From an optimization exercise on the open Yosys and OpenROAD flow, aimed at small area; shortcuts taken in it are not production practice.
In this exercise RTL edits were held to simulation tests only and were not proved equivalent to the original.
Power and IR drop assume default switching activity.

--- flow/run.sh ---
#!/bin/bash
# synth_recipe.tcl (not shown) runs the flow's synth.tcl, then flattens the netlist and writes it again
# the make line also repeats each setting of config.mk as NAME=value (left out here)
make -C /OpenROAD-flow-scripts/flow DESIGN_CONFIG=/design/flow/config.mk WORK_HOME=/design/flow/orfs CLKGATE_MAP_FILE= SYNTH_SCRIPT=/design/flow/synth_recipe.tcl finish
--- flow/constraint.sdc ---
create_clock -name core_clock -period 15.0 [get_ports {clk}]
set_input_delay 3.0000 -clock core_clock [delete_from_list [all_inputs] [get_ports {clk}]]
set_output_delay 3.0000 -clock core_clock [all_outputs]
set_load 0.01 [all_outputs]
--- flow/design.v ---
module sensorimotor_rx #(
    parameter [6:0]  DEFAULT_ID   = 7'd1,
    parameter [15:0] WDT_LIMIT    = 16'd300,
    parameter        RX_BUF_CAP   = 36,
    parameter        TX_BUF_CAP   = 14,
    parameter [15:0] T_PRE        = 16'd3,
    parameter [15:0] T_POST       = 16'd2,
    parameter [15:0] T_TRAIL      = 16'd1,
    parameter        PAGE_SIZE    = 32,
    parameter [15:0] APP_LIMIT    = 16'h0800,
    parameter [23:0] SIG_EXPECTED = 24'h1E950F
) (
    input  wire         clk,
    input  wire         rst,             
    input  wire         boot_strap,      
    input  wire [7:0]   nvm_id_in,
    input  wire [7:0]   nvm_cfg_in,
    input  wire         svc,
    input  wire         tb,
    input  wire         rx_valid,
    input  wire [7:0]   rx_data,
    output wire         rx_pop,
    output wire [7:0]   tx_data,
    output wire         tx_write,
    input  wire         tx_ready,
    input  wire         tx_complete,
    output reg          de,
    output reg          re,
    output wire         motor_enable,
    output wire         motor_disable,
    output wire         motor_set_power,
    output wire [7:0]   motor_power,
    output wire         motor_set_dir,
    output wire         motor_dir,
    output wire         motor_set_limit,
    output wire [7:0]   motor_limit,
    output wire [7:0]   cfg_flags,
    input  wire [15:0]  telem_pos,
    input  wire [15:0]  telem_cur,
    input  wire [15:0]  telem_vel,
    input  wire [15:0]  telem_vsup,
    input  wire [15:0]  telem_temp,
    input  wire [15:0]  sensor_x,
    input  wire [15:0]  sensor_y,
    input  wire [15:0]  sensor_z,
    output wire         sensor_restart,
    output wire         nvm_we,
    output wire         nvm_waddr,       
    output wire [7:0]   nvm_wdata,
    output wire                   flash_we,
    output wire [15:0]            flash_addr,
    output wire [8*PAGE_SIZE-1:0] flash_data,
    output wire                   timer_irq_mask,
    input  wire [23:0]            sig_in,
    output reg  [3:0]   phase,
    output reg  [7:0]   err_count,
    output reg  [2:0]   last_cause,
    output wire         fatal,
    output wire [1:0]   fatal_code,
    output reg  [6:0]   own_id,
    output reg          stopped,
    output reg          boot_handoff,
    output reg          sys_reset_req
);
    localparam [3:0] PH_SYNCING   = 4'd0,
                     PH_AWAITING  = 4'd1,
                     PH_GETADDR   = 4'd2,
                     PH_READING   = 4'd3,
                     PH_EATING    = 4'd4,
                     PH_VERIFYING = 4'd5,
                     PH_PENDING   = 4'd6,
                     PH_FINISHED  = 4'd7,
                     PH_ERROR     = 4'd8;
    localparam [2:0] TA_RX    = 3'd0,
                     TA_MUTE  = 3'd1,
                     TA_PRE   = 3'd2,
                     TA_TX    = 3'd3,
                     TA_DRAIN = 3'd4,
                     TA_POST  = 3'd5,
                     TA_REL   = 3'd6,
                     TA_TRAIL = 3'd7;
    localparam [2:0] CAUSE_BAD_CHECKSUM = 3'd1,
                     CAUSE_ADDR_RANGE   = 3'd2,
                     CAUSE_INACTIVITY   = 3'd3,
                     CAUSE_ID_RANGE     = 3'd4,
                     CAUSE_LEN_RANGE    = 3'd5;
    localparam [3:0] K_REQDATA  = 4'd0,    
                     K_PING     = 4'd1,    
                     K_SETV0    = 4'd2,    
                     K_SETV1    = 4'd3,    
                     K_SETLIMIT = 4'd4,    
                     K_SETID    = 4'd5,    
                     K_CONFIG   = 4'd6,    
                     K_SENSOR   = 4'd7,    
                     K_RAW      = 4'd8,    
                     K_DATA_R   = 4'd10,   
                     K_SENSOR_R = 4'd11,   
                     K_PING_R   = 4'd12,   
                     K_SETID_R  = 4'd13,   
                     K_RAW_R    = 4'd14;   
    localparam [2:0] C_OTHER = 3'd0,
                     C_S     = 3'd1,       
                     C_R     = 3'd2,       
                     C_I     = 3'd3,       
                     C_W     = 3'd4;       
    localparam [8:0] WDT_SEED = 9'h1FF,
                     WDT_LAST = 9'h02C;
    assign fatal      = 1'b0;
    assign fatal_code = 2'd0;
    reg         variant;             
    reg         half_synced;         
    reg         dyn;                 
    reg  [3:0]  kop;                 
    reg  [8:0]  cnt;                 
    reg  [7:0]  nacc;                
    reg  [8:0]  wdt;                 
    reg  [7:0]  cfg;
    reg         handoff_pending;
    reg         reset_pending;
    reg  [6:0]  cursor;              
    reg  [2:0]  ccls;
    reg  [12:0] psum;                
    reg         phi;                 
    reg         rq;                  
    reg         yn;                  
    reg  [2:0]  ta_state;
    reg  [3:0]  ta_idx;              
    reg  [7:0]  sh [0:31];           
    wire rx_step   = svc && !stopped;
    wire consuming = !phase[3] && !(phase[2] && phase[1]);
    wire [7:0] b   = rx_data;
    assign rx_pop  = !rst && rx_step && consuming && rx_valid;
    wire rx_byte   = rx_step && consuming && rx_valid;
    reg [3:0] kb;
    reg       kb_cmd, kb_rsp;
    always @(*) begin
        kb_cmd = 1'b1;
        kb_rsp = 1'b0;
        case (b)
            8'hC0: kb = K_REQDATA;
            8'hE0: kb = K_PING;
            8'hB0: kb = K_SETV0;
            8'hB1: kb = K_SETV1;
            8'hA0: kb = K_SETLIMIT;
            8'h70: kb = K_SETID;
            8'h50: kb = K_CONFIG;
            8'h40: kb = K_SENSOR;
            8'h55: kb = K_RAW;
            8'h80: begin kb = K_DATA_R;   kb_cmd = 1'b0; kb_rsp = 1'b1; end
            8'h41: begin kb = K_SENSOR_R; kb_cmd = 1'b0; kb_rsp = 1'b1; end
            8'hE1: begin kb = K_PING_R;   kb_cmd = 1'b0; kb_rsp = 1'b1; end
            8'h71: begin kb = K_SETID_R;  kb_cmd = 1'b0; kb_rsp = 1'b1; end
            8'h56: begin kb = K_RAW_R;    kb_cmd = 1'b0; kb_rsp = 1'b1; end
            default: begin kb = 4'd15;    kb_cmd = 1'b0; end
        endcase
    end
    wire known_b = kb_rsp || (variant ? (b == 8'h55) : kb_cmd);
    wire k_rsp   = kop[3] && (kop[2] || kop[1]);
    wire k_raw   = (kop == K_RAW);
    wire k_plen0 = (kop[3:1] == 3'b000);
    wire k_setv  = (kop[3:1] == 3'b001);
    wire [7:0] tx_byte;
    wire       tx_fire;
    wire [7:0] sub_in = tx_fire ? tx_byte : b;
    wire [7:0] nacc_d = nacc - sub_in;
    wire [7:0] p0 = sh[0];
    wire cnt_zero = (cnt == 9'd0);
    wire cnt_ones = (cnt == 9'h1FF);
    wire pend      = !rst && rx_step && (phase == PH_PENDING);
    wire rt        = !variant;
    wire d_reqdata = pend && rt && (kop == K_REQDATA);
    wire d_setv    = pend && rt && k_setv;
    wire d_setlim  = pend && rt && (kop == K_SETLIMIT);
    wire d_setid   = pend && rt && (kop == K_SETID);
    wire d_config  = pend && rt && (kop == K_CONFIG);
    wire d_sensor  = pend && rt && (kop == K_SENSOR);
    wire d_hshake  = pend && rt && k_raw && (ccls == C_S);
    wire d_boot    = pend && variant;
    wire w_ok      = (psum == 13'd0) && !phi && !cursor[6];
    wire sig_ok    = (sig_in == SIG_EXPECTED);
    reg  boot_ok;
    always @(*) begin
        case (ccls)
            C_S, C_R: boot_ok = 1'b1;
            C_I:      boot_ok = sig_ok;
            C_W:      boot_ok = w_ok;
            default:  boot_ok = 1'b0;
        endcase
    end
    wire b_write   = d_boot && (ccls == C_W) && w_ok;
    assign motor_enable    = d_setv;
    assign motor_disable   = d_reqdata || d_hshake;
    assign motor_set_power = d_reqdata || d_setv;
    assign motor_power     = k_setv ? p0 : 8'd0;
    assign motor_set_dir   = d_setv;
    assign motor_dir       = kop[0];
    assign motor_set_limit = d_setlim;
    assign motor_limit     = p0;
    assign cfg_flags       = cfg;
    assign sensor_restart  = d_sensor;
    assign nvm_we    = d_setid || d_config;
    assign nvm_waddr = kop[1];
    assign nvm_wdata = {p0[7] || kop[0], p0[6:0]};
    assign flash_we       = b_write;
    assign flash_addr     = {4'd0, cursor, 5'd0};
    assign timer_irq_mask = b_write;
    genvar g;
    generate
        for (g = 0; g < PAGE_SIZE; g = g + 1) begin : g_page
            assign flash_data[8*g +: 8] = sh[31-g];
        end
    endgenerate
    wire q_data = d_reqdata || d_setv;
    wire q_any  = q_data || d_sensor || d_hshake || d_boot ||
                  (pend && rt && ((kop == K_PING) || (kop == K_SETID)));
    reg [7:0] op_byte;
    reg [3:0] tx_len;
    always @(*) begin
        if (variant) begin
            op_byte = yn ? 8'h59 : 8'h4E;
            tx_len  = 4'd3;
        end else begin
            case (kop)
                K_PING:   begin op_byte = 8'hE1; tx_len = 4'd4;  end
                K_SETID:  begin op_byte = 8'h71; tx_len = 4'd4;  end
                K_SENSOR: begin op_byte = 8'h41; tx_len = 4'd10; end
                K_RAW:    begin op_byte = 8'h56; tx_len = 4'd4;  end
                default:  begin op_byte = 8'h80; tx_len = 4'd14; end
            endcase
        end
    end
    wire tx_last = (ta_idx == tx_len);
    assign tx_byte = tx_last                 ? nacc :
                     (ta_idx[3:1] == 3'd0)   ? 8'hFF :
                     (ta_idx == 4'd2)        ? op_byte :
                     (ta_idx == 4'd3)        ? {1'b0, own_id} : sh[31];
    assign tx_fire  = !rst && tb && (ta_state == TA_TX) && tx_ready;
    assign tx_write = tx_fire;
    assign tx_data  = tx_byte;
    wire flush_go = rx_step && (phase == PH_FINISHED) && (ta_state == TA_RX) && rq;
    wire rd_byte = rx_byte && (phase == PH_READING);
    wire sh_en   = rd_byte || tx_fire;
    integer i;
    always @(posedge clk) begin
        if (q_data) begin
            sh[27] <= telem_pos[15:8];
            sh[26] <= telem_pos[7:0];
            sh[25] <= telem_cur[15:8];
            sh[24] <= telem_cur[7:0];
            sh[23] <= telem_vel[15:8];
            sh[22] <= telem_vel[7:0];
            sh[21] <= telem_vsup[15:8];
            sh[20] <= telem_vsup[7:0];
            sh[19] <= telem_temp[15:8];
            sh[18] <= telem_temp[7:0];
        end else if (d_sensor) begin
            sh[27] <= sensor_x[15:8];
            sh[26] <= sensor_x[7:0];
            sh[25] <= sensor_y[15:8];
            sh[24] <= sensor_y[7:0];
            sh[23] <= sensor_z[15:8];
            sh[22] <= sensor_z[7:0];
        end else if (sh_en) begin
            sh[0] <= b;
            for (i = 1; i < 32; i = i + 1)
                sh[i] <= sh[i-1];
        end
    end
    always @(posedge clk) begin
        if (rst) begin
            variant         <= boot_strap;
            phase           <= PH_SYNCING;
            half_synced     <= 1'b0;
            err_count       <= 8'd0;
            last_cause      <= 3'd0;
            own_id          <= nvm_id_in[7] ? nvm_id_in[6:0] : DEFAULT_ID;
            cfg             <= nvm_cfg_in;
            handoff_pending <= 1'b0;
            reset_pending   <= 1'b0;
            stopped         <= 1'b0;
            boot_handoff    <= 1'b0;
            sys_reset_req   <= 1'b0;
            cursor          <= 7'd0;
        end else if (rx_step) begin
            if (consuming) begin
                if (!rx_valid) begin
                    if (phase != PH_SYNCING) begin
                        wdt <= {wdt[7:0], wdt[8] ^ wdt[4]};
                        if (wdt == WDT_LAST) begin
                            phase      <= PH_ERROR;
                            last_cause <= CAUSE_INACTIVITY;
                        end
                    end
                end else begin
                    wdt <= WDT_SEED;
                    case (phase)
                        PH_SYNCING: begin
                            if (b == 8'hFF) begin
                                half_synced <= !half_synced;
                                if (half_synced) begin
                                    nacc  <= 8'h02;
                                    phase <= PH_AWAITING;
                                end
                            end else begin
                                half_synced <= 1'b0;
                                phase       <= PH_FINISHED;
                            end
                        end
                        PH_AWAITING: begin
                            kop <= kb;
                            if (known_b) begin
                                nacc  <= nacc_d;
                                phase <= PH_GETADDR;
                            end else begin
                                phase <= PH_FINISHED;
                            end
                        end
                        PH_GETADDR: begin
                            if (k_rsp) begin
                                nacc  <= nacc_d;
                                cnt   <= (kop == K_DATA_R) ? 9'd9 :
                                         (kop == K_SENSOR_R) ? 9'd5 : 9'h1FF;
                                dyn   <= 1'b0;
                                phase <= PH_EATING;
                            end else if (b[7]) begin
                                phase      <= PH_ERROR;
                                last_cause <= CAUSE_ADDR_RANGE;
                            end else if (b[6:0] == own_id) begin
                                nacc <= nacc_d;
                                cnt  <= 9'd0;
                                dyn  <= k_raw;
                                phase <= k_plen0 ? PH_VERIFYING : PH_READING;
                            end else begin
                                cnt   <= k_plen0 ? 9'h1FF : 9'd0;
                                dyn   <= k_raw;
                                phase <= PH_EATING;
                            end
                        end
                        PH_READING: begin
                            nacc <= nacc_d;
                            if (dyn) begin
                                if (b > 8'd34) begin
                                    phase      <= PH_ERROR;
                                    last_cause <= CAUSE_LEN_RANGE;
                                end else begin
                                    cnt         <= {1'b0, b};
                                    dyn         <= 1'b0;
                                    half_synced <= 1'b1;
                                end
                            end else begin
                                cnt <= cnt - 9'd1;
                                if (cnt_zero)
                                    phase <= PH_VERIFYING;
                            end
                            if (half_synced) begin
                                half_synced <= 1'b0;
                                case (b)
                                    8'h53:   ccls <= C_S;
                                    8'h52:   ccls <= C_R;
                                    8'h49:   ccls <= C_I;
                                    8'h57:   ccls <= (cnt == 9'd34) ? C_W : C_OTHER;
                                    default: ccls <= C_OTHER;
                                endcase
                            end
                        end
                        PH_EATING: begin
                            if (dyn) begin
                                dyn <= 1'b0;
                                cnt <= {1'b0, b};
                            end else begin
                                cnt <= cnt - 9'd1;
                                if (cnt_ones)
                                    phase <= PH_FINISHED;
                            end
                        end
                        default: begin  
                            nacc <= nacc_d;
                            if (nacc_d != 8'h00) begin
                                phase      <= PH_ERROR;
                                last_cause <= CAUSE_BAD_CHECKSUM;
                            end else if (rt && (kop == K_SETID) && p0[7]) begin
                                phase      <= PH_ERROR;
                                last_cause <= CAUSE_ID_RANGE;
                            end else begin
                                phase <= PH_PENDING;
                            end
                        end
                    endcase
                end
            end else begin
                case (phase)
                    PH_PENDING: begin
                        if (d_setid)  own_id          <= p0[6:0];
                        if (d_config) cfg             <= p0;
                        if (d_hshake) handoff_pending <= 1'b1;
                        if (d_boot && (ccls == C_R)) reset_pending <= 1'b1;
                        if (b_write)  cursor          <= cursor + 7'd1;
                        phase <= PH_FINISHED;
                    end
                    PH_FINISHED: begin
                        if (ta_state == TA_RX && !rq) begin
                            half_synced <= 1'b0;
                            if (handoff_pending) begin
                                boot_handoff <= 1'b1;
                                stopped      <= 1'b1;
                            end
                            if (reset_pending) begin
                                sys_reset_req <= 1'b1;
                                stopped       <= 1'b1;
                            end
                            phase <= PH_SYNCING;
                        end
                    end
                    default: begin  
                        if (err_count != 8'hFF)
                            err_count <= err_count + 8'd1;
                        phase <= PH_FINISHED;
                    end
                endcase
            end
        end
        if (tx_fire)
            nacc <= nacc_d;
    end
    always @(posedge clk) begin
        if (!rst && rd_byte && !dyn) begin
            if (cnt == 9'd33)
                psum[7:0] <= b;
            else if (cnt == 9'd32) begin
                psum[12:8] <= b[4:0];
                phi        <= |b[7:5];
            end else
                psum <= psum - {5'd0, b};
        end
    end
    always @(posedge clk) begin
        if (pend)
            yn <= boot_ok;
    end
    always @(posedge clk) begin
        if (rst) begin
            ta_state <= TA_RX;
            rq       <= 1'b0;
            de       <= 1'b0;
            re       <= 1'b1;
        end else begin
            if (q_any)
                rq <= 1'b1;
            else if (rx_step && phase == PH_ERROR)
                rq <= 1'b0;
            if (flush_go) begin
                ta_idx   <= 4'd0;
                ta_state <= TA_MUTE;
            end
            if (tb) begin
                case (ta_state)
                    TA_RX: ;
                    TA_MUTE: begin
                        re       <= 1'b0;
                        ta_idx   <= 4'd3;
                        ta_state <= TA_PRE;
                    end
                    TA_PRE: begin
                        de <= 1'b1;
                        if (ta_idx == 4'd0) ta_state <= TA_TX;
                        else                ta_idx   <= ta_idx - 4'd1;
                    end
                    TA_TX: begin
                        if (tx_ready) begin
                            ta_idx <= ta_idx + 4'd1;
                            if (tx_last)
                                ta_state <= TA_DRAIN;
                        end
                    end
                    TA_DRAIN: begin
                        if (tx_complete) begin
                            ta_idx   <= 4'd2;
                            ta_state <= TA_POST;
                        end
                    end
                    TA_POST: begin
                        if (ta_idx == 4'd0) ta_state <= TA_REL;
                        else                ta_idx   <= ta_idx - 4'd1;
                    end
                    TA_REL: begin
                        de       <= 1'b0;
                        ta_idx   <= 4'd1;
                        ta_state <= TA_TRAIL;
                    end
                    TA_TRAIL: begin
                        re <= 1'b1;
                        if (ta_idx == 4'd0) begin
                            rq       <= 1'b0;
                            ta_state <= TA_RX;
                        end else begin
                            ta_idx <= ta_idx - 4'd1;
                        end
                    end
                endcase
            end
        end
    end
endmodule
--- flow/config.mk ---
export PLATFORM = sky130hd
export DESIGN_NAME = sensorimotor_rx
export DESIGN_NICKNAME = sensorimotor_rx
export VERILOG_FILES = /design/flow/design.v
export SDC_FILE = /design/flow/constraint.sdc
export NUM_CORES = 4
export LEC_CHECK = 0
export CAP_MARGIN = 20
export CORE_MARGIN = 2
export CORE_UTILIZATION = 40
export SLEW_MARGIN = 20
==> key figures, run 1 <==
Run status
  – Status: timing/DRC/antenna clean

Finish
  – # fillers: ~3500
  – Share of layout cells above drive strength 1: roughly 6.1%
  – Multi-input logic area: between 5000 and 6000 um^2
  – Post-layout util: just under 60%
  – Flip-flop and latch area: ~10000 um^2
  – Area Overhead vs Synth: 42.5%
  – Total Nets Final: 2135

Power
  – Int Power: between 1.5 and 2 mW
  – Lkg Pwr: about 8.4 nW
  – Gate power share: approximately 8.1%
  – PD cells: between 90 and 100 nW/um^2
  – Clock group share of total power: a little over two fifths
  – Sequential power share: about half
  – Sw Ratio: a little under a quarter
  – NetSw: ~0.53 mW
  – Peak VDD IR: approximately 0.000079 V

Critical path
  – CP Class: input pin to output port
  – Worst setup EP type: output port
  – Crit path DAT: 6590 ps
  – Critical path launch point type: input pin
  – Worst Path Max Fanout: 44
  – Critical Path RT: between 10000 and 15000 ps

Synth
  – Seq/Total Area, Yosys: 63.3%
  – FFs w/ async S/R, synth: 0%
  – Number of synthesized register bits: roughly 360
  – Synthesized area per cell: 11.6 um^2
  – Distinct cells, synth: between 80 and 90
  – Most area-consuming cells after synthesis: edfxtp_1 59%, nand2_1 6.1%, dfxtp_1 4.1%
  – Synth area leader: edfxtp_1
  – Syn Inst Count: approximately 1400
  – Post-synth EDFFs: between 300 and 400
  – Most numerous cell in the Yosys netlist: edfxtp_1
  – YS warnings: 2
  – Most used DFF post-synth: edfxtp_1
  – Cell area after synthesis: about 16000 um^2
  – Synth top area share: between 50% and 60%
  – Post-synth top cells: 325 x edfxtp_1, 270 x nand2_1, 105 x nor2_1

Timing
  – Setup TNS: 0 ps
  – Fin. max-slew vios: 0
  – WHS: 433 ps
  – Slew @ Worst Pin: approximately 1100 ps
  – Final min period: 9590 ps
  – Hold Vio Cnt, Final: 0
  – Fmax: between 0.1 and 0.15 GHz
  – Tcrit/Tclk final: a little under two thirds
  – Setup slack after layout: between 5000 and 6000 ps
  – Worst Skew: 22.1 ps
  – RSZ-0062 raised after global routing: no
  – Slew Limit Headroom: a little over a quarter
  – Final setup fails: 0

Clock tree
  – H-tree depth: 2
  – Hold buffers post-CTS: 0
  – Worst-path clk slew: 60 ps
  – Root Buffer: clkbuf_16
  – Clock buffer depth: 3
  – Num CTS Buffers: between 40 and 50
  – Setup Fix Bufs, Post-CTS: 0
  – Clock Latency Late Sink: just under 600 ps
  – TritonCTS clock tree: built
  – TritonCTS Sinks: about 360
  – Post_cts resized: 0

Global routing
  – Pin count of the biggest net entering global routing: slightly above 90
  – Number of antenna violations at the first check in global routing: 10
  – Total grt overflow: 0
  – GRT Resource Usage Total: between 20% and 30%
  – First-pass GRT wire length: just under 90000 um
  – Vias in the first global route: between 10000 and 15000

Die
  – Core Area: between 40000 and 50000 um^2
  – IO Count: about 540
  – Die height: 207 um
  – Num rows: 74
  – Width of the chip: ~210 um
  – Die area: 42900 um^2
  – Initial Util: 40.5%

Place
  – GP Congestion: 0.908
  – HPWL Detailed: about 47000 um
  – Pre-CTS setup slack: roughly 5400 ps
  – Port-buffer cells: ~530

Worst hold path
  – Hold/Removal Path Class: register to register

Routing
  – Antenna Nets Post-Route: 0
  – Via Count: approximately 14000
  – DRC errors left: 0
  – Final WL: roughly 62000 um
  – Pre-antenna DRT Iters: 5
  – WL/cell: 24.7 um
  – DRT iter0 DRCs: around 1300
  – DR vias/cell: 5.41

Job
  – MaxCap Viol Count: 0
per-stage QoR:
stage	total power, mW	instances	cell area [um^2]
global placement	1.31	2409	22100
global route	2.36	2496	23500
finish	2.29	2497	23500
CTS	2.31	2486	23400
detailed placement	1.32	2409	22100
floorplan	1.21	1437	16500
area by class of cell:
type,count,area share (%)
Tap cell,532,2.83
Inverter,45,0.724
Timing Repair Buffer,543,23.1
Clock inverter,26,0.820
Multi-Input combinational cell,932,23.1
Clock buffer,51,4.89
Sequential cell,359,44.4
Antenna cell,9,0.0959
power by group through the flow:
stage,combinational [mW],clock (mW),sequential (mW)
finish,0.185,0.992,1.11
global placement,0.182,0,1.13
floorplan,0.0867,0,1.13
detailed placement,0.183,0,1.13
CTS,0.185,1.01,1.11
global route,0.199,1.05,1.11
cells by family (layout without fill, tap and decap cells):
family | after synthesis | after routing | share of synthesized area (%)
compound gates | 267 | 267 | 10.5
xor+xnor | 39 | 39 | 2.07
fa+ha+maj | 28 | 28 | 2.22
buf+inv | 146 | 665 | 4.37
flops | 359 | 359 | 63.3
mux | 26 | 26 | 1.62
other cells | 1 | 21 | 0.0227
simple gates | 560 | 560 | 15.9
state kept, by name, summed over array words and instances, names as in the netlist, 4 cells and up:
register,cells
psum,13
err_count,8
cfg,8
nacc,8
cursor,7
own_id,7
kop,4
sh,256
cnt,9
ta_idx,4
wdt,9
phase,4
cells in the final DEF (no fill, tap or decap), types with 7 or more instances in the layout:
master and n:
diode_2 9, nand2_1 269, nand3_1 16, mux2i_1 20, nor3_1 28, buf_4 14, xnor2_1 22, or2_2 10
edfxtp_1 325, and2_1 9, o211ai_1 7, a22oi_1 51, nand4_1 15, dfxtp_1 34, nor2_1 103, and3_1 17
nand2b_1 18, clkdlybuf4s50_1 525, clkinv_2 11, a31oi_1 16, nor4_1 16, xor2_1 17, nor2b_1 9, inv_1 36
clkinv_1 11, clkbuf_16 45, o21a_1 7, ha_1 26, o22ai_1 7, o21ai_0 58, conb_1 12, a21oi_1 58
inv_2 7
metal layers:
layer  vias up  track usage (%)  part of all wire, %
met5         -                0                0.021
met4         2             10.1                  3.4
met3        85             7.75                  8.2
met2       590             47.8                   51
met1      6645             32.9                   38
li1       6185                -                    -
critical path, cell delays in order:
cell and delay (ps):
clkdlybuf4s50_1 490, nand2_1 180, nor2_1 170, nand4_1 240
nor2_1 280, nand3_2 670, clkinv_2 850, clkdlybuf4s50_1 660
final timing paths:
kind	from	endpoint	slack, ps	cells past startpoint
setup / recovery	svc	motor_set_power	5410	8
hold / removal	sh[10][3]$_DFFE_PP_	sh[11][3]$_DFFE_PP_	430	0
setup reg to reg	phase[3]$_SDFFE_PP0P_	sh[30][2]$_DFFE_PP_	9620	9
hold reg to reg	sh[10][3]$_DFFE_PP_	sh[11][3]$_DFFE_PP_	430	0
==> run 2: changes to the inputs <==
==> flow/flow/run.sh (new file) <==
#!/bin/bash
set -euo pipefail
export BUFFER_PORTS_ARGS="-buffer_cell sky130_fd_sc_hd__buf_1"
export CTS_ARGS="-sink_clustering_enable -repair_clock_nets -dont_use_dummy_load -buf_list sky130_fd_sc_hd__clkbuf_4 -root_buf sky130_fd_sc_hd__clkbuf_4"
bash standard.sh > standard.log 2>&1
==> flow/standard.sh (new file) <==
#!/bin/bash
# synth_recipe.tcl (not shown) runs the flow's synth.tcl, then flattens the netlist and writes it again
# the make line also repeats each setting of config.mk as NAME=value (left out here)
make -C /OpenROAD-flow-scripts/flow DESIGN_CONFIG=/design/flow/config.mk WORK_HOME=/design/flow/orfs CLKGATE_MAP_FILE= SYNTH_SCRIPT=/design/flow/synth_recipe.tcl "${@:-finish}"
removed: flow/run.sh
==> run 2 against run 1 <==
Net effect:
- synthesized area stayed put
- cell count is 1.0% higher
- register-to-register slack better by 60 ps
- utilization is 9.5 points lower
- non-clock buffer count is 5 higher
- sequential share of layout area is 8.8 points higher
- clock-buffer cell count is 48 higher
- sequential cell count stayed put
- maximum frequency is 8.6% higher
- first-iteration DRC count is 7.1% higher
- global-route usage is 0.83 points lower
- highest routed layer is now met4
==> key figures, run 2 <==
Run status
  – Status: timing/DRC/antenna clean

Timing
  – Final min period: 8830 ps (-756 ps)
  – RSZ-0062 raised after global routing: no
  – Setup TNS: 0 ps (unchanged)
  – Final setup fails: 0 (unchanged)
  – Fin. max-slew vios: 0 (unchanged)
  – Hold Vio Cnt, Final: 0 (unchanged)
  – Worst Skew: 77.4 ps (+55.3 ps)
  – Fmax: 0.113 GHz (+8.6%)
  – WHS: 404 ps (-28.3 ps)
  – Slew @ Worst Pin: 1060 ps (-34.6 ps)
  – Tcrit/Tclk final: 58.9% (-5.0 points)
  – Slew Limit Headroom: 28.9% (+2.4 points)
  – Setup slack after layout: 6170 ps (+756 ps)

Critical path
  – Critical Path RT: 12000 ps (about the same)
  – Worst path slowest cell: clkinv_2
  – Reg-to-Reg Start: kop[0]$_DFFE_PP_
  – CP cell instances: clkbuf_2 > buf_4 > nor2_1 > nand4_1 > nor2_1 > nand3_2 > clkinv_2 > buf_1
  – Critical path launch point type: input pin
  – Cell count of the worst reg-to-reg path: 19 (+10)
  – Worst Path Max Fanout: 55 (+25%)
  – Worst setup EP type: output port
  – Crit path DAT: 5830 ps (-760 ps)
  – Critical Path Max Stage Delay: 730 ps (-120 ps)
  – Reg-to-reg slack, setup: 9680 ps (+60 ps)
  – Reg2reg end: last_cause[1]$_SDFFE_PP0P_
  – Most used cell along the critical path: nor2_1
  – CP Class: input pin to output port

Die
  – Die height: 207 um (unchanged)
  – Core Area: 40700 um^2 (unchanged)
  – Die area: 42900 um^2 (unchanged)
  – Width of the chip: 207 um (unchanged)
  – IO Count: 539 (unchanged)
  – Num rows: 74 (unchanged)
  – Initial Util: 40.5% (unchanged)

Global routing
  – First-pass GRT wire length: 85200 um (-2.4%)
  – Number of antenna violations at the first check in global routing: 7 (-3)
  – Total grt overflow: 0 (unchanged)
  – GRT Resource Usage Total: 26.9% (-0.83 points)
  – Vias in the first global route: 13300 (+4.3%)
  – Pin count of the biggest net entering global routing: 89 (-3.3%)

Synth
  – Cell area after synthesis: 16500 um^2 (unchanged)
  – Number of synthesized register bits: 359 (unchanged)
  – Synth top area share: 59.2% (unchanged)
  – FFs w/ async S/R, synth: 0% (unchanged)
  – Most numerous cell in the Yosys netlist: edfxtp_1
  – Syn Inst Count: 1426 (unchanged)
  – YS warnings: 2 (unchanged)
  – Synth area leader: edfxtp_1
  – Post-synth EDFFs: 325 (unchanged)
  – Seq/Total Area, Yosys: 63.3% (unchanged)
  – Distinct cells, synth: 81 (unchanged)
  – Post-synth top cells: 325 x edfxtp_1, 270 x nand2_1, 105 x nor2_1
  – Synthesized area per cell: 11.6 um^2 (unchanged)
  – Most used DFF post-synth: edfxtp_1
  – Most area-consuming cells after synthesis: edfxtp_1 59%, nand2_1 6.1%, dfxtp_1 4.1%

Routing
  – Pre-antenna DRT Iters: 6 (+1)
  – WL/cell: 23.5 um (-4.8%)
  – DR vias/cell: 5.47 (+1.1%)
  – DRT iter0 DRCs: 1340 (+7.1%)
  – DRC errors left: 0 (unchanged)
  – Antenna Nets Post-Route: 0 (unchanged)
  – Final WL: 59400 um (-3.8%)
  – Via Count: 13800 (+2.1%)

Worst hold path
  – Hold/Removal Path Class: register to register
  – Hold_sp: sh[27][1]$_DFFE_PP_
  – Worst hold endpoint: sh[28][1]$_DFFE_PP_
  – Hold depth: 0 (unchanged)

Power
  – Sw Ratio: 24.7% (+1.4 points)
  – Int Power: 1.44 mW (-18%)
  – Clock group share of total power: 34.5% (-8.9 points)
  – Sequential power share: 58.0% (+9.4 points)
  – Lkg Pwr: 6.82 nW (-19%)
  – PD cells: 97.8 nW/um^2 (+0.36%)
  – Peak VDD IR: 0.0000503 V (-36%)
  – Gate power share: 7.6% (-0.5 points)
  – NetSw: 0.473 mW (-11%)

Place
  – Pre-CTS setup slack: 6220 ps (+800 ps)
  – GP Congestion: 0.942 (+3.6%)
  – Port-buffer cells: 526 (unchanged)
  – HPWL Detailed: 45000 um (-4.9%)

Clock tree
  – Clock buffer depth: 3 (unchanged)
  – Post_cts resized: 0 (unchanged)
  – Root Buffer: clkbuf_4
  – Clock Latency Late Sink: 820 ps (+240 ps)
  – TritonCTS Sinks: 359 (unchanged)
  – Setup Fix Bufs, Post-CTS: 0 (unchanged)
  – Hold buffers post-CTS: 0 (unchanged)
  – Num CTS Buffers: 99 (+140%)
  – Worst-path clk slew: 70 ps (about the same)
  – H-tree depth: 3 (+1)
  – TritonCTS clock tree: built

Finish
  – Max reg flops: 256 (unchanged)
  – Largest Register: sh
  – Share of layout cells above drive strength 1: 8.22% (+2.1 points)
  – Most frequent cells in the layout: 525 x buf_1, 325 x edfxtp_1, 269 x nand2_1
  – Top Registers: sh (256), psum (13)
  – Area Overhead vs Synth: 18.9%
  – # fillers: 3925 (+12%)
  – Most common cell after layout, fill and taps aside: buf_1
  – Total Nets Final: 2197 (+2.9%)

Job
  – MaxCap Viol Count: 0 (unchanged)
run 2: cell counts after synthesis:
Identical to the previous run, type by type.
run 2: final cells by class:
type	instances	area (um^2)	share of cell area (%)
Multi-Input combinational cell	932	5420	27.6
Antenna cell	7	17.5	0.0894
Tap cell	532	666	3.40
Sequential cell	359	10400	53.3
Clock buffer	99	743	3.79
Timing Repair Buffer	548	2140	10.9
Inverter	45	170	0.868
run 2: kinds of logic after synthesis:
kind of cell	synth area share [%]
AO/OA/AOI/OAI	10.5
adder cells (fa/ha/maj)	2.22
flip-flops	63.3
AND/OR/NAND/NOR	15.9
multiplexers	1.62
other	0.0227
XOR/XNOR	2.07
buffers and inverters	4.37
run 2: worst max-delay path, delay by kind of cell:
kind,cells,cell delay [ps]
and+or+nand+nor,4,1440
buffers and inverters,4,1330
run 2: through the flow:
| step | instance area [um^2] | power, mW | utilization [%] | std cells |
|---|---|---|---|---|
| after floorplan | 16500 | 1.21 | - | 1437 |
| after global placement | 18800 | 1.27 | 46.2 | 2416 |
| after detailed placement | 18800 | 1.27 | 46.2 | 2416 |
| after CTS | 19600 | 1.94 | 48.0 | 2515 |
| after global routing | 19600 | 2.01 | 48.1 | 2521 |
| final | 19600 | 1.92 | 48.1 | 2522 |
run 2: layer usage:
metal | GRT usage, % | vias up | routed length (um)
met5 | 0 | - | 0
met4 | 11.5 | 0 | 2070
met3 | 7.70 | 126 | 4850
met2 | 45.4 | 657 | 29900
met1 | 32.0 | 6693 | 22500
li1 | - | 6310 | -
run 2: how the worst max path moves through the flow:
stage | from | to | slack (ps)
2_1_floorplan | tx_ready | sh[0][0]$_DFFE_PP_ | 3420
3_3_place_gp | rst | motor_set_power | 6290
3_5_place_dp | rst | motor_set_power | 6220
4_1_cts | rst | motor_set_power | 6210
5_1_grt | rst | motor_set_power | 5890
6_report | rst | motor_set_power | 6170
run 2: power by group through the flow:
stage | sequential [mW] | combinational (mW) | clock (mW)
6_report | 1.11 | 0.145 | 0.661
5_1_grt | 1.11 | 0.159 | 0.737
4_1_cts | 1.11 | 0.144 | 0.686
3_5_place_dp | 1.13 | 0.143 | 0
3_3_place_gp | 1.13 | 0.142 | 0
2_1_floorplan | 1.13 | 0.0867 | 0
==> run 3: changes to the inputs <==
--- a/flow/design.v
+++ b/flow/design.v
@@ -26,4 +26,4 @@
     input  wire         tx_complete,
-    output reg          de,
-    output reg          re,
+    output wire         de,
+    output wire         re,
     output wire         motor_enable,
@@ -61,4 +61,4 @@
     output reg          stopped,
-    output reg          boot_handoff,
-    output reg          sys_reset_req
+    output wire         boot_handoff,
+    output wire         sys_reset_req
 );
@@ -90,6 +90,6 @@
                      K_SETV1    = 4'd3,    
-                     K_SETLIMIT = 4'd4,    
-                     K_SETID    = 4'd5,    
-                     K_CONFIG   = 4'd6,    
-                     K_SENSOR   = 4'd7,    
+                     K_SETID    = 4'd4,    
+                     K_SENSOR   = 4'd5,    
+                     K_SETLIMIT = 4'd6,    
+                     K_CONFIG   = 4'd7,    
                      K_RAW      = 4'd8,    
@@ -107,2 +107,4 @@
                      WDT_LAST = 9'h02C;
+    assign boot_handoff  = stopped && !variant;
+    assign sys_reset_req = stopped && variant;
     assign fatal      = 1'b0;
@@ -112,2 +114,3 @@
     reg         dyn;                 
+    reg         yn;                  
     reg  [3:0]  kop;                 
@@ -117,4 +120,3 @@
     reg  [7:0]  cfg;
-    reg         handoff_pending;
-    reg         reset_pending;
+    reg         stop_pending;        
     reg  [6:0]  cursor;              
@@ -124,3 +126,2 @@
     reg         rq;                  
-    reg         yn;                  
     reg  [2:0]  ta_state;
@@ -163,3 +164,3 @@
     wire       tx_fire;
-    wire [7:0] sub_in = tx_fire ? tx_byte : b;
+    wire [7:0] sub_in = (ta_state == TA_TX) ? tx_byte : b;
     wire [7:0] nacc_d = nacc - sub_in;
@@ -170,8 +171,8 @@
     wire rt        = !variant;
-    wire d_reqdata = pend && rt && (kop == K_REQDATA);
-    wire d_setv    = pend && rt && k_setv;
-    wire d_setlim  = pend && rt && (kop == K_SETLIMIT);
-    wire d_setid   = pend && rt && (kop == K_SETID);
-    wire d_config  = pend && rt && (kop == K_CONFIG);
-    wire d_sensor  = pend && rt && (kop == K_SENSOR);
+    wire d_reqdata = pend && (kop == K_REQDATA);
+    wire d_setv    = pend && k_setv;
+    wire d_setlim  = pend && (kop == K_SETLIMIT);
+    wire d_setid   = pend && (kop == K_SETID);
+    wire d_config  = pend && (kop == K_CONFIG);
+    wire d_sensor  = pend && (kop == K_SENSOR);
     wire d_hshake  = pend && rt && k_raw && (ccls == C_S);
@@ -201,4 +202,4 @@
     assign nvm_we    = d_setid || d_config;
-    assign nvm_waddr = kop[1];
-    assign nvm_wdata = {p0[7] || kop[0], p0[6:0]};
+    assign nvm_waddr = kop[0];
+    assign nvm_wdata = {p0[7] || !kop[0], p0[6:0]};
     assign flash_we       = b_write;
@@ -213,4 +214,4 @@
     wire q_data = d_reqdata || d_setv;
-    wire q_any  = q_data || d_sensor || d_hshake || d_boot ||
-                  (pend && rt && ((kop == K_PING) || (kop == K_SETID)));
+    wire q_any  = pend && ((kop[3:2] == 2'b00) || (kop[3:1] == 3'b010) ||
+                           (k_raw && (variant || (ccls == C_S))));
     reg [7:0] op_byte;
@@ -239,2 +240,6 @@
     assign tx_data  = tx_byte;
+    assign de = (ta_state == TA_TX) || (ta_state == TA_DRAIN) || (ta_state == TA_POST) ||
+                (ta_state == TA_REL) || ((ta_state == TA_PRE) && (ta_idx != 4'd12));
+    assign re = (ta_state == TA_RX) || (ta_state == TA_MUTE) ||
+                ((ta_state == TA_TRAIL) && (ta_idx == 4'd15));
     wire flush_go = rx_step && (phase == PH_FINISHED) && (ta_state == TA_RX) && rq;
@@ -277,7 +282,4 @@
             cfg             <= nvm_cfg_in;
-            handoff_pending <= 1'b0;
-            reset_pending   <= 1'b0;
+            stop_pending    <= 1'b0;
             stopped         <= 1'b0;
-            boot_handoff    <= 1'b0;
-            sys_reset_req   <= 1'b0;
             cursor          <= 7'd0;
@@ -380,3 +382,3 @@
                                 last_cause <= CAUSE_BAD_CHECKSUM;
-                            end else if (rt && (kop == K_SETID) && p0[7]) begin
+                            end else if ((kop == K_SETID) && p0[7]) begin
                                 phase      <= PH_ERROR;
@@ -392,6 +394,6 @@
                     PH_PENDING: begin
+                        yn <= boot_ok;
                         if (d_setid)  own_id          <= p0[6:0];
                         if (d_config) cfg             <= p0;
-                        if (d_hshake) handoff_pending <= 1'b1;
-                        if (d_boot && (ccls == C_R)) reset_pending <= 1'b1;
+                        if (d_hshake || (d_boot && (ccls == C_R))) stop_pending <= 1'b1;
                         if (b_write)  cursor          <= cursor + 7'd1;
@@ -402,10 +404,4 @@
                             half_synced <= 1'b0;
-                            if (handoff_pending) begin
-                                boot_handoff <= 1'b1;
-                                stopped      <= 1'b1;
-                            end
-                            if (reset_pending) begin
-                                sys_reset_req <= 1'b1;
-                                stopped       <= 1'b1;
-                            end
+                            if (stop_pending)
+                                stopped <= 1'b1;
                             phase <= PH_SYNCING;
@@ -436,6 +432,2 @@
     always @(posedge clk) begin
-        if (pend)
-            yn <= boot_ok;
-    end
-    always @(posedge clk) begin
         if (rst) begin
@@ -443,4 +435,2 @@
             rq       <= 1'b0;
-            de       <= 1'b0;
-            re       <= 1'b1;
         end else begin
@@ -448,8 +438,4 @@
                 rq <= 1'b1;
-            else if (rx_step && phase == PH_ERROR)
-                rq <= 1'b0;
-            if (flush_go) begin
-                ta_idx   <= 4'd0;
+            if (flush_go)
                 ta_state <= TA_MUTE;
-            end
             if (tb) begin
@@ -458,4 +444,3 @@
                     TA_MUTE: begin
-                        re       <= 1'b0;
-                        ta_idx   <= 4'd3;
+                        ta_idx   <= 4'd12;
                         ta_state <= TA_PRE;
@@ -463,5 +448,4 @@
                     TA_PRE: begin
-                        de <= 1'b1;
-                        if (ta_idx == 4'd0) ta_state <= TA_TX;
-                        else                ta_idx   <= ta_idx - 4'd1;
+                        ta_idx <= ta_idx + 4'd1;         
+                        if (ta_idx == 4'd15) ta_state <= TA_TX;
                     end
@@ -476,3 +460,3 @@
                         if (tx_complete) begin
-                            ta_idx   <= 4'd2;
+                            ta_idx   <= 4'd13;
                             ta_state <= TA_POST;
@@ -481,8 +465,7 @@
                     TA_POST: begin
-                        if (ta_idx == 4'd0) ta_state <= TA_REL;
-                        else                ta_idx   <= ta_idx - 4'd1;
+                        ta_idx <= ta_idx + 4'd1;         
+                        if (ta_idx == 4'd15) ta_state <= TA_REL;
                     end
                     TA_REL: begin
-                        de       <= 1'b0;
-                        ta_idx   <= 4'd1;
+                        ta_idx   <= 4'd14;
                         ta_state <= TA_TRAIL;
@@ -490,8 +473,6 @@
                     TA_TRAIL: begin
-                        re <= 1'b1;
-                        if (ta_idx == 4'd0) begin
+                        ta_idx <= ta_idx + 4'd1;         
+                        if (ta_idx == 4'd15) begin
                             rq       <= 1'b0;
                             ta_state <= TA_RX;
-                        end else begin
-                            ta_idx <= ta_idx - 4'd1;
                         end
==> flow/flow/run.sh (replaced) <==
#!/bin/bash
# The standard layout (standard.sh: standard synthesis, floorplan, place, CTS, route),
# with two changes to how the layout is made:
# - port buffers are sky130_fd_sc_hd__buf_1 (every input and output port still gets one);
# - the clock tree uses clkbuf_4 buffers over clusters of at most 8 flip-flops, without
#   dummy loads (smaller than the default tree; clock-pin slew stays under the limit).
# The full output of the flow goes to standard.log; ORFS keeps each step's log under orfs/logs.
set -euo pipefail
export BUFFER_PORTS_ARGS="-buffer_cell sky130_fd_sc_hd__buf_1"
export CTS_ARGS="-sink_clustering_enable -repair_clock_nets -dont_use_dummy_load -buf_list sky130_fd_sc_hd__clkbuf_4 -sink_clustering_size 8 -sink_clustering_max_diameter 40"
bash standard.sh > standard.log 2>&1
--- a/flow/config.mk
+++ b/flow/config.mk
@@ -9,3 +9,3 @@
 export CORE_MARGIN = 2
-export CORE_UTILIZATION = 40
+export CORE_UTILIZATION = 60
 export SLEW_MARGIN = 20
==> run 3 against run 2 <==
Net effect:
- combinational power decreased by 7%
- worst hold slack improved by 3.3 ps
- critical path depth increased by 2
- clock-buffer cell count decreased by 44
- cell count decreased by 14%
- via count decreased by 1.7%
- synthesized area decreased by 1.8%
- setup slack improved by 220 ps
- wire length decreased by 6.6%
- first-iteration DRC count increased by 45%
- sequential share of layout area increased by 1.7 points
==> key figures, run 3 <==
Critical path
  – Crit path DAT: 5610 ps (-220 ps)
  – Reg2reg end: last_cause[2]$_SDFFE_PP0P_
  – CP startpoint: rst
  – Cell count of the worst reg-to-reg path: 16 (-3)
  – Critical Path Max Stage Delay: 580 ps (-150 ps)
  – Reg-to-reg slack, setup: 9540 ps (-140 ps)
  – Worst path depth: 10 (+2)
  – CP cell instances: clkbuf_2 > buf_4 > inv_2 > nand2_1 > or4_1 > inv_2 > nand2_1 > nor2_4 > buf_4 > buf_1
  – Worst path slowest cell: or4_1
  – Reg-to-Reg Start: kop[0]$_DFFE_PP_
  – Critical Path RT: 12000 ps (about the same)
  – Worst setup EP type: output port
  – Critical path launch point type: input pin
  – Delay-heaviest family, CP: buffers and inverters
  – Worst Path Max Fanout: 52 (-5.5%)
  – CP Class: input pin to output port
  – End of the critical path: sensor_restart
  – Crit path buf inv count: 6 (+2)

Global routing
  – Vias in the first global route: 12100 (-9.5%)
  – M1 GR Usage: 49.6% (+18 points)
  – Total grt overflow: 0 (unchanged)
  – GR peak layer: met2
  – Pin count of the biggest net entering global routing: 89 (unchanged)
  – First-pass GRT wire length: 77600 um (-8.9%)
  – GRT met3 Usage: 11.0% (+3.3 points)
  – Met2 global-route usage: 60.6% (+15 points)
  – Number of antenna violations at the first check in global routing: 15 (+8)
  – GRT Resource Usage Total: 37.7% (+11 points)

Power
  – Int Power: 1.29 mW (-10%)
  – PD cells: 90.5 nW/um^2 (-7.5%)
  – NetSw: 0.411 mW (-13%)
  – Total power: 1.70 mW (-11%)
  – Peak VDD IR: 0.0000702 V (+40%)
  – Sw Ratio: 24.1% (-0.55 points)
  – Sequential power share: 63.9% (+5.9 points)
  – Lkg Pwr: 6.33 nW (-7.2%)
  – Gate power share: 7.9% (+0.3 points)
  – Clock group share of total power: 28.2% (-6.3 points)

Clock tree
  – Setup Fix Bufs, Post-CTS: 0 (unchanged)
  – Post_cts resized: 0 (unchanged)
  – Clock Latency Late Sink: 710 ps (-110 ps)
  – TritonCTS Sinks: 354 (-1.4%)
  – Worst-path clk slew: 90 ps (+20 ps)
  – Num CTS Buffers: 55 (-44%)
  – H-tree depth: 2 (-1)
  – Root Buffer: clkbuf_4
  – Hold buffers post-CTS: 0 (unchanged)
  – Clock buffer depth: 3 (unchanged)
  – TritonCTS clock tree: built

Finish
  – Share of layout cells above drive strength 1: 8.47% (+0.25 points)
  – Most common cell after layout, fill and taps aside: buf_1
  – Top Registers: sh (256), psum (13)
  – Max reg flops: 256 (unchanged)
  – Total Nets Final: 2043 (-7.0%)
  – Most frequent cells in the layout: 525 x buf_1, 325 x edfxtp_1, 184 x nand2_1
  – Largest Register: sh
  – Area Overhead vs Synth: 16.2%

Synth
  – Synthesized area per cell: 12.3 um^2 (+6.7%)
  – Synth top area share: 60.3% (+1.1 points)
  – Most numerous cell in the Yosys netlist: edfxtp_1
  – Seq/Total Area, Yosys: 63.8% (+0.51 points)
  – Distinct cells, synth: 87 (+7.4%)
  – Number of synthesized register bits: 354 (-1.4%)
  – Syn Inst Count: 1313 (-7.9%)
  – Cell area after synthesis: 16200 um^2 (-1.8%)
  – Most area-consuming cells after synthesis: edfxtp_1 60%, nand2_1 4.3%, dfxtp_1 3.6%
  – Post-synth top cells: 325 x edfxtp_1, 185 x nand2_1, 81 x nor2_1
  – Post-synth EDFFs: 325 (unchanged)
  – Most used DFF post-synth: edfxtp_1
  – Synth area leader: edfxtp_1
  – YS warnings: 2 (unchanged)
  – FFs w/ async S/R, synth: 0% (unchanged)

Die
  – IO Count: 539 (unchanged)
  – Num rows: 60 (-19%)
  – Die area: 28300 um^2 (-34%)
  – Width of the chip: 168 um (-19%)
  – Initial Util: 60.6% (+20 points)
  – Die height: 168 um (-19%)
  – Core Area: 26700 um^2 (-34%)

Routing
  – Antenna Nets Post-Route: 0 (unchanged)
  – DR vias/cell: 6.21 (+14%)
  – WL/cell: 25.4 um (+8.1%)
  – DRT iter0 DRCs: 1945 (+45%)
  – Final WL: 55500 um (-6.6%)
  – DRC errors left: 0 (unchanged)
  – Via Count: 13500 (-1.7%)
  – Pre-antenna DRT Iters: 6 (unchanged)

Timing
  – Final min period: 8610 ps (-223 ps)
  – Final setup fails: 0 (unchanged)
  – Hold Vio Cnt, Final: 0 (unchanged)
  – Setup TNS: 0 ps (unchanged)
  – Tcrit/Tclk final: 57.4% (-1.5 points)
  – Slew Limit Headroom: 32.6% (+3.7 points)
  – WHS: 408 ps (+3.27 ps)
  – Fmax: 0.116 GHz (+2.6%)
  – Setup slack after layout: 6390 ps (+223 ps)
  – Slew @ Worst Pin: 998 ps (-65.0 ps)
  – Worst Skew: 85.5 ps (+8.12 ps)
  – RSZ-0062 raised after global routing: no
  – Fin. max-slew vios: 0 (unchanged)

Place
  – HPWL Detailed: 42700 um (-5.0%)
  – Pre-CTS setup slack: 6470 ps (+253 ps)
  – Port-buffer cells: 526 (unchanged)
  – GP Congestion: 0.999 (+6.1%)

Worst hold path
  – Hold/Removal Path Class: register to register
  – Hold depth: 0 (unchanged)

Run status
  – Status: timing/DRC/antenna clean

Job
  – MaxCap Viol Count: 0 (unchanged)
==> run 3: cell count changes after synthesis, moves of 6 or more <==
cell	previous run	this run
nor3_1	29	18
clkbuf_1	58	44
buf_1	1	9
buf_6	6	0
nand2b_1	18	10
nor2b_1	9	17
nor2_1	105	81
nand2_1	270	185
mux2_2	6	44
nand3_1	17	23
buf_2	3	11
a21oi_1	58	45
==> run 3: how the worst min path moves through the flow <==
stage                               from                   endpoint  slack [ps]
4_1_cts              sh[30][4]$_DFFE_PP_        sh[31][4]$_DFFE_PP_         390
3_5_place_dp          sh[3][1]$_DFFE_PP_         sh[4][1]$_DFFE_PP_         430
5_1_grt              sh[28][0]$_DFFE_PP_        sh[29][0]$_DFFE_PP_         420
3_3_place_gp          sh[2][4]$_DFFE_PP_         sh[3][4]$_DFFE_PP_         430
2_1_floorplan  stop_pending$_SDFFE_PP0P_  stop_pending$_SDFFE_PP0P_         430
6_report             sh[28][0]$_DFFE_PP_        sh[29][0]$_DFFE_PP_         410
==> run 3: final cells by class <==
type / count / area, um^2
Antenna cell: 9 / 22.5
Inverter: 43 / 161
Sequential cell: 354 / 10300
Timing Repair Buffer: 545 / 2140
Tap cell: 341 / 427
Multi-Input combinational cell: 833 / 5320
Fill cell: 2117 / 7900
Clock buffer: 55 / 413
==> run 3: cell families (layout without fill, tap and decap cells) <==
family                   after synthesis  after routing  synth area share [%]
AO/OA/AOI/OAI                        249            249                  10.3
XOR/XNOR                              43             43                  2.33
adder cells (fa/ha/maj)               27             27                  2.18
buffers and inverters                137            643                  3.96
flip-flops                           354            354                  63.8
multiplexers                          61             61                  4.14
other                                  1             21                0.0232
AND/OR/NAND/NOR                      441            441                  13.2
==> run 3: layer usage <==
metal	wire, um	vias to the layer above
met1	20000	6547
met5	64	-
met3	6710	148
met2	26500	976
met4	2170	10
li1	-	5866
==> run 3: through the flow <==
stage	std cells	instance area (um^2)	util [%]
after floorplan	1324	16200	-
after global placement	2115	18300	68.6
after detailed placement	2115	18300	68.6
after CTS	2170	18800	70.2
after global routing	2180	18800	70.4
final	2180	18800	70.4
==> run 3: power by group through the flow <==
stage | clock (mW) | sequential [mW] | combinational (mW)
after floorplan | 0 | 1.11 | 0.0778
after global placement | 0 | 1.11 | 0.129
after detailed placement | 0 | 1.11 | 0.131
after CTS | 0.486 | 1.09 | 0.132
after global routing | 0.522 | 1.09 | 0.146
final | 0.480 | 1.09 | 0.135
==> run 4: changes to the inputs <==
--- a/flow/config.mk
+++ b/flow/config.mk
@@ -7,2 +7,3 @@
 export LEC_CHECK = 0
+export ABC_AREA = 1
 export CAP_MARGIN = 20
==> run 4 against run 3 <==
Net effect:
- cell area decreased by 0.50%
- first-iteration DRC count decreased by 14%
- clock-buffer cell count decreased by 3
- cell count increased by 10%
- still clean on timing, DRC and antenna
- via count increased by 2.6%
- wire length decreased by 3.3%
- sequential power about the same
- largest power group unchanged
- clock skew decreased by 17 ps
==> key figures, run 4 <==
Finish
  – Share of layout cells above drive strength 1: 6.02% (-2.5 points)
  – Most frequent cells in the layout: 526 x buf_1, 388 x nand2_1, 325 x edfxtp_1
  – Most common cell after layout, fill and taps aside: buf_1
  – Total Nets Final: 2257 (+10%)
  – Area Overhead vs Synth: 16.1%
  – Design area: 18700 um^2 (-0.50%)
  – # fillers: 2114 (-0.14%)
  – Largest Register: sh
  – Max reg flops: 256 (unchanged)
  – Top Registers: sh (256), psum (13)
  – Non-filler instance count after layout: 2408 (+10%)

Synth
  – Synthesized area per cell: 10.6 um^2 (-14%)
  – Post-synth EDFFs: 325 (unchanged)
  – Number of synthesized register bits: 354 (unchanged)
  – Syn Inst Count: 1517 (+16%)
  – Synth area leader: edfxtp_1
  – FFs w/ async S/R, synth: 0% (unchanged)
  – Most used DFF post-synth: edfxtp_1
  – Post-synth top cells: 389 x nand2_1, 325 x edfxtp_1, 132 x nor2_1
  – Most area-consuming cells after synthesis: edfxtp_1 60%, nand2_1 9.1%, dfxtp_1 3.6%
  – Seq/Total Area, Yosys: 64.1% (+0.25 points)
  – Cell area after synthesis: 16100 um^2 (-0.39%)
  – Most numerous cell in the Yosys netlist: nand2_1
  – YS warnings: 2 (unchanged)
  – Synth top area share: 60.5% (+0.24 points)
  – Distinct cells, synth: 52 (-40%)

Routing
  – DR vias/cell: 5.77 (-7.1%)
  – Via Count: 13900 (+2.6%)
  – DRT iter0 DRCs: 1669 (-14%)
  – DRC errors left: 0 (unchanged)
  – Pre-antenna DRT Iters: 5 (-1)
  – Antenna Nets Post-Route: 0 (unchanged)
  – Final WL: 53700 um (-3.3%)
  – WL/cell: 22.3 um (-12%)

Timing
  – RSZ-0062 raised after global routing: no
  – Final min period: 7840 ps (-768 ps)
  – Worst Skew: 68.5 ps (-17.1 ps)
  – Tcrit/Tclk final: 52.3% (-5.1 points)
  – Slew Limit Headroom: 30.5% (-2.1 points)
  – Fmax: 0.128 GHz (+9.8%)
  – Setup TNS: 0 ps (unchanged)
  – Final setup fails: 0 (unchanged)
  – Slew @ Worst Pin: 1040 ps (+42.1 ps)
  – Fin. max-slew vios: 0 (unchanged)
  – Hold Vio Cnt, Final: 0 (unchanged)

Power
  – Total power: 1.70 mW (about the same)
  – Peak VDD IR: 0.0000685 V (-2.5%)
  – PD cells: 91.0 nW/um^2 (+0.52%)
  – Lkg Pwr: 6.91 nW (+9.2%)

Critical path
  – Worst Path Max Fanout: 34 (-35%)
  – Cell count of the worst reg-to-reg path: 9 (-7)
  – CP startpoint: rst
  – Reg-to-reg slack, setup: 10010 ps (+470 ps)
  – Worst setup EP type: output port
  – CP Class: input pin to output port
  – Critical Path RT: 12000 ps (about the same)
  – Reg-to-Reg Start: ta_state[1]$_SDFF_PP0_
  – Critical path launch point type: input pin
  – Crit path DAT: 4840 ps (-770 ps)
  – Reg2reg end: sh[0][4]$_DFFE_PP_

Die
  – Core Area: 26700 um^2 (-0.28%)
  – Initial Util: 60.5% (-0.069 points)
  – Die area: 28200 um^2 (-0.39%)
  – Die height: 168 um (-0.19%)
  – Width of the chip: 168 um (-0.19%)
  – IO Count: 539 (unchanged)
  – Num rows: 60 (unchanged)

Run status
  – Status: timing/DRC/antenna clean

Place
  – Placed instance count: 2332 (+10%)
  – GP Congestion: 0.979 (-2.0%)
  – Port-buffer cells: 526 (unchanged)
  – Area after DPL: 18200 um^2 (-0.53%)
  – HPWL Detailed: 42000 um (-1.7%)

Global routing
  – GRT met3 Usage: 8.82% (-2.2 points)
  – M1 GR Usage: 46.0% (-3.6 points)
  – Total grt overflow: 0 (unchanged)
  – First-pass GRT wire length: 76600 um (-1.3%)
  – Number of antenna violations at the first check in global routing: 22 (+7)
  – Vias in the first global route: 12800 (+6.3%)
  – Met2 global-route usage: 59.2% (-1.4 points)
  – GR peak layer: met2
  – GRT Resource Usage Total: 36.8% (-0.86 points)
  – Pin count of the biggest net entering global routing: 82 (-7.9%)

Clock tree
  – H-tree depth: 2 (unchanged)
  – Clock buffer depth: 3 (unchanged)
  – Num CTS Buffers: 52 (-5.5%)
  – TritonCTS clock tree: built
  – Hold buffers post-CTS: 0 (unchanged)
  – Worst-path clk slew: 80 ps (about the same)
  – Setup Fix Bufs, Post-CTS: 0 (unchanged)
  – Clock Latency Late Sink: 710 ps (about the same)
  – Post_cts resized: 0 (unchanged)
  – Root Buffer: clkbuf_4
  – TritonCTS Sinks: 354 (unchanged)

Worst hold path
  – Hold/Removal Path Class: register to register
  – Hold depth: 0 (unchanged)
  – Worst hold endpoint: sh[13][3]$_DFFE_PP_
  – Hold_sp: sh[12][3]$_DFFE_PP_

Job
  – MaxCap Viol Count: 0 (unchanged)
run 4: final cells by class:
cell class | instances | area [um^2] | share of cell area (%)
Inverter | 139 | 522 | 2.79
Timing Repair Buffer | 535 | 2060 | 11.0
Multi-Input combinational cell | 964 | 4930 | 26.3
Sequential cell | 354 | 10300 | 55.2
Tap cell | 341 | 427 | 2.28
Antenna cell | 23 | 57.6 | 0.307
Clock buffer | 52 | 390 | 2.08
run 4: worst max-delay path by stage:
stage                         end  slack, ps
6_report          motor_set_power       7160
5_1_grt           motor_set_power       7040
4_1_cts           motor_set_power       7190
3_5_place_dp      motor_set_power       7190
3_3_place_gp      motor_set_power       7230
2_1_floorplan  sh[0][0]$_DFFE_PP_       2900
run 4: cells by family after synthesis:
group	count (synthesis)	share of synthesized area, %
and+or+nand+nor	681	18.3
buffers and inverters	210	5.79
other	1	0.0232
DFF	354	64.1
AOI/OAI and AO/OA	220	8.28
adders and majority gates	27	2.19
xor gates and xnor gates	24	1.30
run 4: per-stage QoR:
step           hold WS (ps)  setup slack, ps  util (%)
2_1_floorplan           435             2900         -
3_3_place_gp            428             7230      68.5
3_5_place_dp            430             7190      68.5
4_1_cts                 442             7190      69.9
5_1_grt                 456             7040      70.2
6_report                435             7160      70.3
run 4: where the power goes:
group / internal (mW) / switching (mW)
sequential: 1.08 / 0.0132
combinational: 0.0450 / 0.0966
clock: 0.159 / 0.309
run 4: metal layers:
metal | vias to the layer above | part of all wire, % | wire, um
met1 | 6591 | 36 | 19100
met3 | 157 | 11 | 5740
li1 | 6290 | - | -
met5 | - | 0.10 | 54
met2 | 852 | 48 | 25900
met4 | 8 | 5.2 | 2760
run 4: critical path, stage by stage:
cell,delay (ps)
buf_1,70
buf_4,230
nor2_1,170
nand2_1,170
inv_2,150
nand2_1,100
nor2_2,230
nor2_2,60
buf_4,250
inv_2,180
buf_1,180
==> run 5: changes to the inputs <==
==> flow/flow/run.sh (replaced) <==
#!/bin/bash
# The standard layout (standard.sh), with these changes to how the layout is made:
# - after the standard synthesis, the combinational logic between the registers is re-mapped
#   for area by ABC (flow/reabc.tcl, flow/reabc.scr); every register keeps its name and cell;
# - port buffers are sky130_fd_sc_hd__buf_1 (every input and output port still gets one);
# - the clock tree uses clkbuf_4 buffers over clusters of at most 8 flip-flops, without
#   dummy loads (smaller than the default tree; clock-pin slew stays under the limit).
# Each tool's full output goes to a log here: synth.log, reabc.log, layout.log (ORFS also
# keeps each step's log under orfs/logs).
set -euo pipefail
RES=orfs/results/$FLOW_PLATFORM/sensorimotor_rx/base
bash standard.sh synth > synth.log 2>&1
cp $RES/1_2_yosys.v $RES/1_2_yosys.std.v
DONT=$(sed -n '/^export DONT_USE_CELLS/,/^#/p' $FLOW_HOME/platforms/$FLOW_PLATFORM/config.mk | grep -o 'sky130_fd_sc_hd__[A-Za-z0-9_]*' | tr '\n' ' ')
LIB=$FLOW_HOME/platforms/$FLOW_PLATFORM/lib/sky130_fd_sc_hd__tt_025C_1v80.lib \
NETLIST=$RES/1_2_yosys.std.v OUT=$RES/1_2_yosys.v TOP=$FLOW_TOP \
ABC_SCRIPT=$PWD/flow/reabc.scr DONT_USE="$DONT" \
  yosys -c flow/reabc.tcl > reabc.log 2>&1
rm -f $RES/1_synth.odb $RES/1_synth.sdc
export BUFFER_PORTS_ARGS="-buffer_cell sky130_fd_sc_hd__buf_1"
export CTS_ARGS="-sink_clustering_enable -repair_clock_nets -dont_use_dummy_load -buf_list sky130_fd_sc_hd__clkbuf_4 -sink_clustering_size 8 -sink_clustering_max_diameter 40"
bash standard.sh > layout.log 2>&1
==> flow/flow/reabc.scr (new file) <==
strash
&get -n
&deepsyn -T 60
&put
dch -f
amap
topo
==> flow/flow/reabc.tcl (new file) <==
# Area re-mapping of the combinational logic of the standard synthesis's netlist.
# The registers (every flip-flop cell instance, with its name and cell type) are kept as they
# are: they are black boxes here, and only the logic between them is re-mapped by ABC.
set lib $::env(LIB)
set net $::env(NETLIST)
yosys read_liberty -ignore_miss_func $lib
yosys read_verilog $net
yosys hierarchy -top $::env(TOP)
yosys blackbox sky130_fd_sc_hd__df* sky130_fd_sc_hd__edf* sky130_fd_sc_hd__sdf* sky130_fd_sc_hd__sedf* sky130_fd_sc_hd__dl*
yosys stat -liberty $lib
yosys flatten
# the wires flatten made for the cells' pins are not names of the design: drop them
yosys rename -hide w:*.*
yosys opt_clean -purge
set dont {}
foreach c $::env(DONT_USE) { lappend dont -dont_use $c }
yosys abc -liberty $lib -script $::env(ABC_SCRIPT) {*}$dont
# every library cell as a black box, so that the cells ABC placed have known ports
yosys read_liberty -lib -ignore_redef $lib
# as ORFS's synthesis and the standard flow's synthesis script finish a netlist
yosys setundef -zero
yosys splitnets
yosys opt_clean -purge
yosys hilomap -singleton -hicell sky130_fd_sc_hd__conb_1 HI -locell sky130_fd_sc_hd__conb_1 LO
yosys insbuf -buf sky130_fd_sc_hd__buf_1 A X
yosys check -assert -mapped
yosys stat -liberty $lib
# left out here: hide names made inside functions
yosys write_verilog -noattr -nohex -nodec $::env(OUT)
==> run 5 against run 4 <==
Net effect:
- still clean
- worst hold slack improved by 5.7 ps
- power down 2.9%
- synthesized cell count shrank 25%
- setup slack got worse by 880 ps
- synthesized area decreased by 10%
- critical endpoint unchanged
==> key figures, run 5 <==
Power
  – Peak VDD IR: 0.0000781 V (+14%)
  – Lkg Pwr: 5.40 nW (-22%)
  – PD cells: 95.3 nW/um^2 (+4.8%)

Synth
  – Cell area after synthesis: 14500 um^2 (-10%)
  – YS warnings: 2 (unchanged)
  – Syn Inst Count: 1137 (-25%)
  – Synthesized area per cell: 12.7 um^2 (+20%)

Finish
  – Design area: 17400 um^2 (-7.3%)
  – Max reg flops: 256 (unchanged)
  – Largest Register: sh
  – Total Nets Final: 1894 (-16%)
  – Most common cell after layout, fill and taps aside: buf_1
  – Area Overhead vs Synth: 19.9%
  – Share of layout cells above drive strength 1: 4.22% (-1.8 points)
  – Top Registers: sh (256), psum (13)
  – Most frequent cells in the layout: 525 x buf_1, 325 x edfxtp_1, 139 x nor2_1
  – Post-layout util: 73.5% (+3.3 points)

Global routing
  – Pin count of the biggest net entering global routing: 84 (+2.4%)
  – First-pass GRT wire length: 69300 um (-9.5%)
  – Vias in the first global route: 11300 (-12%)
  – Number of antenna violations at the first check in global routing: 12 (-45%)
  – Total grt overflow: 0 (unchanged)
  – GRT Resource Usage Total: 36.6% (-0.22 points)

Routing
  – Via Count: 12400 (-11%)
  – DR vias/cell: 6.08 (+5.4%)
  – Pre-antenna DRT Iters: 6 (+1)
  – Final WL: 47900 um (-11%)
  – DRC errors left: 0 (unchanged)
  – DRT iter0 DRCs: 1734 (+3.9%)
  – Antenna Nets Post-Route: 0 (unchanged)
  – WL/cell: 23.5 um (+5.4%)

Die
  – Initial Util: 61.3% (+0.79 points)
  – Die height: 159 um (-5.1%)
  – Core Area: 23600 um^2 (-11%)
  – Die area: 25400 um^2 (-10%)
  – Num rows: 56 (-6.7%)
  – IO Count: 539 (unchanged)
  – Width of the chip: 159 um (-5.1%)

Timing
  – Fin. max-slew vios: 0 (unchanged)
  – Setup TNS: 0 ps (unchanged)
  – Final min period: 8720 ps (+883 ps)
  – WHS: 440 ps (+5.68 ps)
  – Tcrit/Tclk final: 58.1% (+5.9 points)
  – Fmax: 0.115 GHz (-10%)
  – Slew Limit Headroom: 26.7% (-3.9 points)
  – Final setup fails: 0 (unchanged)
  – Hold Vio Cnt, Final: 0 (unchanged)
  – Slew @ Worst Pin: 1090 ps (+51.8 ps)
  – RSZ-0062 raised after global routing: no
  – Worst Skew: 83.2 ps (+14.8 ps)

Clock tree
  – Worst-path clk slew: 90 ps (about the same)
  – Hold buffers post-CTS: 0 (unchanged)
  – TritonCTS clock tree: built
  – Setup Fix Bufs, Post-CTS: 0 (unchanged)
  – Num CTS Buffers: 52 (unchanged)
  – Clock Latency Late Sink: 690 ps (-20 ps)
  – Root Buffer: clkbuf_4
  – Post_cts resized: 0 (unchanged)
  – Clock buffer depth: 3 (unchanged)
  – TritonCTS Sinks: 354 (unchanged)
  – H-tree depth: 2 (unchanged)

Place
  – Area after DPL: 16900 um^2 (-7.3%)
  – HPWL Detailed: 37000 um (-12%)
  – Port-buffer cells: 526 (unchanged)
  – GP Congestion: 0.988 (+0.87%)

Critical path
  – Cell count of the worst reg-to-reg path: 23 (+14)
  – Crit path DAT: 5720 ps (+880 ps)
  – Worst Path Max Fanout: 34 (unchanged)
  – Worst setup EP type: output port
  – Reg-to-reg slack, setup: 8880 ps (-1130 ps)
  – Critical path launch point type: input pin
  – Critical Path RT: 12000 ps (about the same)
  – CP Class: input pin to output port

Worst hold path
  – Hold depth: 0 (unchanged)
  – Hold/Removal Path Class: register to register

Run status
  – Status: timing/DRC/antenna clean

Job
  – MaxCap Viol Count: 0 (unchanged)
run 5: through the flow:
step	setup slack, ps	total power, mW	std cells
after global routing	5960	1.71	2034
after floorplan	861	1.17	1148
after CTS	6290	1.66	2026
final	6280	1.66	2039
after global placement	6020	1.22	1974
after detailed placement	5780	1.22	1974
run 5: report_power, final:
group	switching, mW	internal, mW	leakage (nW)
Clock	0.295	0.159	0.239
Sequential	0.0101	1.08	3.17
Combinational	0.0750	0.0367	2.00
Total	0.380	1.27	5.40
run 5: metal layers:
layer / GRT usage [%] / wire length, um / vias to the layer above
li1: - / - / 5484
met1: 47.9 / 17500 / 5944
met2: 60.1 / 23200 / 829
met3: 8.67 / 5140 / 144
met4: 14.2 / 2000 / 4
met5: 0 / 25 / -
run 5: worst max-delay path: stages:
cell and delay (ps):
buf_1 90, nand2_1 90, or3_1 340, nor3_1 760, clkinv_1 350, nor2_1 400
a31oi_4 40, buf_4 300, inv_2 150, buf_1 180
run 5: path summary, 6_finish.rpt:
check,from,end
setup / recovery,svc,motor_set_power
hold / removal,sh[7][1]$_DFFE_PP_,sh[8][1]$_DFFE_PP_
setup reg to reg,kop[3]$_DFFE_PP_,last_cause[2]$_SDFFE_PP0P_
hold reg to reg,sh[7][1]$_DFFE_PP_,sh[8][1]$_DFFE_PP_
run 5: area by class of cell:
type                       instances  area, um^2
tap                              319         399
clock buffer                      52         390
sequential                       354       10300
inverter                         136         510
fill                            1740        6250
antenna                           12        30.0
multi-input combinational        628        3610
timing repair buffer             538        2080

Check on run 5: ideal ports give 6.278 ns setup slack; a clkbuf_16 on the clock port and buf_2 on the inputs give 6.239 ns; moving port delays by the midpoint clock arrival (0.701 ns) as well gives 6.239 ns.
